Context: an optimization exercise on an open-source flow, tuned for small area, a short achievable clock period and few clock cycles. The choices shown serve that exercise and are no tape-out recipe. Where RTL was checked, it was by simulation tests only, not by an equivalence proof against the original. No activity file was given, so power comes from the tool's default toggle rates.

==> flow/design.v (excerpt) <==
module crc_memchk (
    input  wire        clk,
    input  wire        rst,            
    input  wire        cmd_valid,
    output wire        cmd_ready,
    input  wire [31:0] cmd_word,
    input  wire [31:0] cmd_addr,
    input  wire [31:0] cmd_len,
    input  wire [31:0] cmd_ref,
    output wire        mem_req,
    output wire        mem_space,      
    output wire [31:0] mem_addr,
    input  wire        mem_gnt,
    input  wire        mem_rvalid,
    input  wire [15:0] mem_rdata,
    output reg         rsp_valid,
    output reg         rsp_err,
    output reg         rsp_mismatch,
    output wire [31:0] rsp_result,
    output reg         crc_fault
);
    localparam [31:0] Q32_ODD = ~32'hF0958FD9;
    reg         idle;         
    reg         chk_ph;       
    reg         go_ph;        
    reg         ok_q;         
    reg         ne_q;         
    reg         rd;           
  ...
Size in the first run: ~130 flip-flops.
clock: 6.0 ns
lec_check: 0
cap_margin: 20
core_margin: 2
core_utilization: 40
place_density: 0.6
setup_slack_margin: 3.9
slew_margin: 20
standard.sh (not shown) runs the stock make flow with config.mk's settings and CLKGATE_MAP_FILE= SYNTH_SCRIPT=/design/flow/synth_recipe.tcl, a recipe that flattens the netlist after the stock synthesis.
==> flow/flow/run.sh <==
#!/bin/bash
# The standard layout, with every port buffered by the smallest buffer
# (sky130_fd_sc_hd__buf_1) instead of the delay cell the default picks;
# the repair steps resize these buffers where timing needs it.
set -euo pipefail
export BUFFER_PORTS_ARGS="-buffer_cell sky130_fd_sc_hd__buf_1"
bash standard.sh > standard.log 2>&1
The starting point ran to the end with no violations.
Testbench counts at the start, summed over its fixed seeds: cycles 52,207.
Next try:
Settings changed: SETUP_SLACK_MARGIN 3.9 to 3.6.
Synthesized cell count stays the same.
Global-route usage drops by 2.6 points.
Cell area drops by about a fifth.
Register-to-register slack degrades by 0.03 ns.
Non-clock buffer count drops by 142.
First-iteration DRC count drops by about a fifth.
Total power drops by a quarter to a third.


crc_memchk, a different RTL version from the one above (not shown whole).
Size in the first run: about 870 cells after synthesis, about 130 flip-flops.
clock: 6.0 ns
lec_check: 0
cap_margin: 20
core_margin: 2
core_utilization: 40
place_density: 0.6
setup_slack_margin: 3.0
slew_margin: 20
run.sh (not shown) runs the stock make flow with config.mk's settings and CLKGATE_MAP_FILE= SYNTH_SCRIPT=/design/flow/synth_recipe.tcl, a recipe that flattens the netlist after the stock synthesis.
Stock flow here: none of the scripts above is used.
The starting point ran to the end with no violations.
==> next run, changes <==
==> flow/flow/run.sh (new file) <==
#!/bin/bash
# The standard layout, with every port buffered by the smallest buffer
# (sky130_fd_sc_hd__buf_1) instead of the delay cell the default picks;
# the repair steps resize these buffers where timing needs it.
set -euo pipefail
export BUFFER_PORTS_ARGS="-buffer_cell sky130_fd_sc_hd__buf_1"
bash standard.sh > standard.log 2>&1
==> flow/standard.sh (new file) <==
#!/bin/bash
# synth_recipe.tcl (not shown) runs the flow's synth.tcl, then flattens the netlist and writes it again
# the make line also repeats each setting of config.mk as NAME=value (left out here)
make -C /OpenROAD-flow-scripts/flow DESIGN_CONFIG=/design/flow/config.mk WORK_HOME=/design/flow/orfs CLKGATE_MAP_FILE= SYNTH_SCRIPT=/design/flow/synth_recipe.tcl "${@:-finish}"
- SETUP_SLACK_MARGIN: 3.0 -> 3.6
removed: flow/run.sh
Routed wire length went down by 3.0%.
Utilization shrinks by 3.0 points.
Power rose by 3.3%.
Final area goes down by 5.6%.
Hold slack is about the same.
Sequential cell count does not change.
==> next run, changes <==
- SETUP_SLACK_MARGIN: 3.6 -> 3.0
After rerunning: The new run completed with no timing, DRC or antenna violations; wire length falls by 1.2%; final cell count falls by 3.1%; sequential cell count stays the same; sequential power rises by about 3%; die area does not change; cell area falls by 5.3%; area after synthesis is unchanged; register-to-register slack got worse by 210 ps; global-route usage rises by 0.45 points; worst setup slack got worse by 210 ps; hold slack is about the same.
No functional check of the RTL was part of any run of this note.


zinc:
crc_memchk, a different RTL version from the one above (not shown whole).
For scale: about 790 cells after synthesis, ~130 flip-flops, about 220 I/O pins.
==> flow/config.mk <==
export PLATFORM = sky130hd
export DESIGN_NAME = crc_memchk
export DESIGN_NICKNAME = crc_memchk
export VERILOG_FILES = /design/flow/design.v
export SDC_FILE = /design/flow/constraint.sdc
export NUM_CORES = 4
export LEC_CHECK = 0
export CAP_MARGIN = 20
export CORE_MARGIN = 2
export CORE_UTILIZATION = 60
export CTS_BUF_LIST = sky130_fd_sc_hd__clkbuf_8
export PLACE_DENSITY = 0.75
export SETUP_SLACK_MARGIN = 3.4
export SLEW_MARGIN = 20
==> flow/constraint.sdc <==
create_clock -name core_clock -period 6.0 [get_ports {clk}]
set_input_delay 1.2000 -clock core_clock [delete_from_list [all_inputs] [get_ports {clk}]]
set_output_delay 1.2000 -clock core_clock [all_outputs]
set_load 0.01 [all_outputs]
standard.sh (not shown) runs the stock make flow with config.mk's settings and CLKGATE_MAP_FILE= SYNTH_SCRIPT=/design/flow/synth_recipe.tcl, a recipe that flattens the netlist after the stock synthesis.
==> flow/flow/run.sh <==
#!/bin/bash
# The standard layout, with every port buffered by the smallest buffer
# (sky130_fd_sc_hd__buf_1) instead of the delay cell the default picks;
# the repair steps resize these buffers where timing needs it.
set -euo pipefail
export BUFFER_PORTS_ARGS="-buffer_cell sky130_fd_sc_hd__buf_1"
bash standard.sh > standard.log 2>&1
zinc finished every step from synthesis to the final layout, and the layout passed the timing, DRC and antenna checks.
Testbench counts of zinc, summed over its fixed seeds: cycles 52,207.
For lagoon, these inputs were changed with respect to zinc:
--- a/flow/config.mk
+++ b/flow/config.mk
@@ -13 +13 @@
-export SETUP_SLACK_MARGIN = 3.4
+export SETUP_SLACK_MARGIN = 3.7
--- outcome ---
- Fraction of layout cells with a size suffix above 1 up 12 points in lagoon wrt zinc
- The maximum clock frequency of lagoon is higher than that of zinc.
- | setup slack of the critical path after layout | lower: zinc |
[inputs] nickel vs lagoon
--- a/flow/config.mk
+++ b/flow/config.mk
@@ -11,0 +12,2 @@
+export CTS_CLUSTER_DIAMETER = 150
+export CTS_CLUSTER_SIZE = 50
@@ -13 +15 @@
-export SETUP_SLACK_MARGIN = 3.7
+export SETUP_SLACK_MARGIN = 3.6
### Flow results
nickel: flow completed, timing, DRC and antenna clean. Final worst-path setup slack was lower in the run labelled nickel. Relative to lagoon, the total routed wire length on the met1 layer measured on nickel has decreased by a few percent. Sort lagoon and nickel by total global-route track usage, ascending, and nickel comes first. Changes observed in nickel relative to lagoon: design area decreased by about 6% relative to the old numbers; placed cell area held steady. Compared with lagoon, in nickel buffer share of cell area down 3.4 points, fraction of power consumed by the clock network up 0.3 points, met2 routing resource usage after global routing down 1.3 points, count of non-filler cells in the finished layout down 53, buffer count from post-CTS setup fixing down 37. In the metrics for lagoon and nickel, the one carrying the higher areal power density over the cells is lagoon.
diff inputs: nickel => amber
--- a/flow/config.mk
+++ b/flow/config.mk
@@ -10 +10 @@
-export CORE_UTILIZATION = 60
+export CORE_UTILIZATION = 75
@@ -12,3 +12 @@
-export CTS_CLUSTER_DIAMETER = 150
-export CTS_CLUSTER_SIZE = 50
-export PLACE_DENSITY = 0.75
+export PLACE_DENSITY = 0.85
## What came out
Status for nickel and amber: clean finish in nickel only. amber did not finish: a tool error stopped it during global routing (5_1_grt). Diff nickel -> amber | total placed cells including tap cells | down by a few percent. [compare] base=nickel new=amber: final weighted congestion of routability-driven global placement grew by 2.4%; post-detailed-placement cell area saw a decrease. From nickel to amber the numbers moved as follows: initial standard-cell utilization of the core increased 14 points; mean area per synthesized cell essentially unchanged. amber against nickel; width of the chip is down by more than 10%. In amber, the number of cells upsized or downsized after cts came out 4 above the value in nickel. Taking nickel as the reference, in amber number of core rows lost about 9%, placement-stage worst setup slack went up, number of buffers added for setup after CTS shows an increase of 1, die height now sits lower.
Changes in onyx relative to amber:
--- a/flow/config.mk
+++ b/flow/config.mk
@@ -10 +10 @@
-export CORE_UTILIZATION = 75
+export CORE_UTILIZATION = 40
@@ -12 +12 @@
-export PLACE_DENSITY = 0.85
+export PLACE_DENSITY = 0.6
onyx finished end to end and its layout was clean on timing, DRC and antenna.
From amber to onyx, share of the yosys chip area belonging to registers did not move at all.
In terms of simple logic cell fraction of the synthesized area, onyx and amber differ only marginally.
Sort onyx and amber by cell count after placement, descending, and onyx comes first.
onyx vs amber, number of cell rows went up by 14.
Between onyx and amber, the post-placement worst setup slack figures differ only marginally.
In onyx, the number of buffers inserted to repair setup after CTS came out 6 above the value in amber.
Cmp onyx and amber / routability-driven placement congestion ratio / higher: amber


crc_memchk again, from the RTL that the note above started with.
clock: 6.0 ns
lec_check: 0
cap_margin: 20
core_margin: 2
core_utilization: 60
cts_buf_list: sky130_fd_sc_hd__clkbuf_8
place_density: 0.75
setup_slack_margin: 3.5
slew_margin: 20
Scripts as last shown in full above: flow/flow/run.sh
Testbench counts at the start, summed over its fixed seeds: cycles 52,207.
Edit:
- SETUP_SLACK_MARGIN: 3.5 -> 3.6
Effect: The changed run completed without violations; total power rises by about 0.8%; utilization rises by 2.7 points; clock power falls by 11%; worst hold slack improved by 0.0046 ns; via count rises by 3.3%; wire length rises by 2.4%.

afterwards: timing with drivers on the ports:
The flow's constraints put no driver on any port. The routed layouts listed below were extracted and timed again, unchanged, in two steps.
Step 1: set_driving_cell puts a clkbuf_16 on clk and a buf_2 on each other input, an assumption about the parent block.
Step 2 times the ports against the registers' clock, not the clock port: input delays grow and output delays shrink by t, the midpoint of the rising clock arrivals with the driver on.
Three values: no drivers, after step 1, after step 2; two values: the first two.
run	t, ns	setup slack, ns	cell pins on the clock port's net
the first run of note 1	0.470	3.622 / 3.576 / 3.375	1
the second run of note 1	0.464	3.623 / 3.579 / 3.262	1
the first run of note 2	0.465	3.078 / 3.055 / 2.846	1
the second run of note 2	0.479	3.401 / 3.401 / 3.274	1
the third run of note 2	0.477	3.189 / 3.189 / 2.880	1
zinc	0.502	3.496 / 3.457 / 3.246	1
lagoon	0.488	3.591 / 3.575 / 3.282	1
nickel	0.504	3.576 / 3.533 / 3.224	1
onyx	0.489	3.561 / 3.521 / 3.297	1
the first run of note 4	0.488	3.550 / 3.511 / 3.188	1
the second run of note 4	0.504	3.576 / 3.533 / 3.224	1
After both steps setup and hold are still met in every run listed. For the first run of note 4, which loses most, drivers alone change the setup slack by -0.039 ns; drivers and shift together by -0.362 ns.
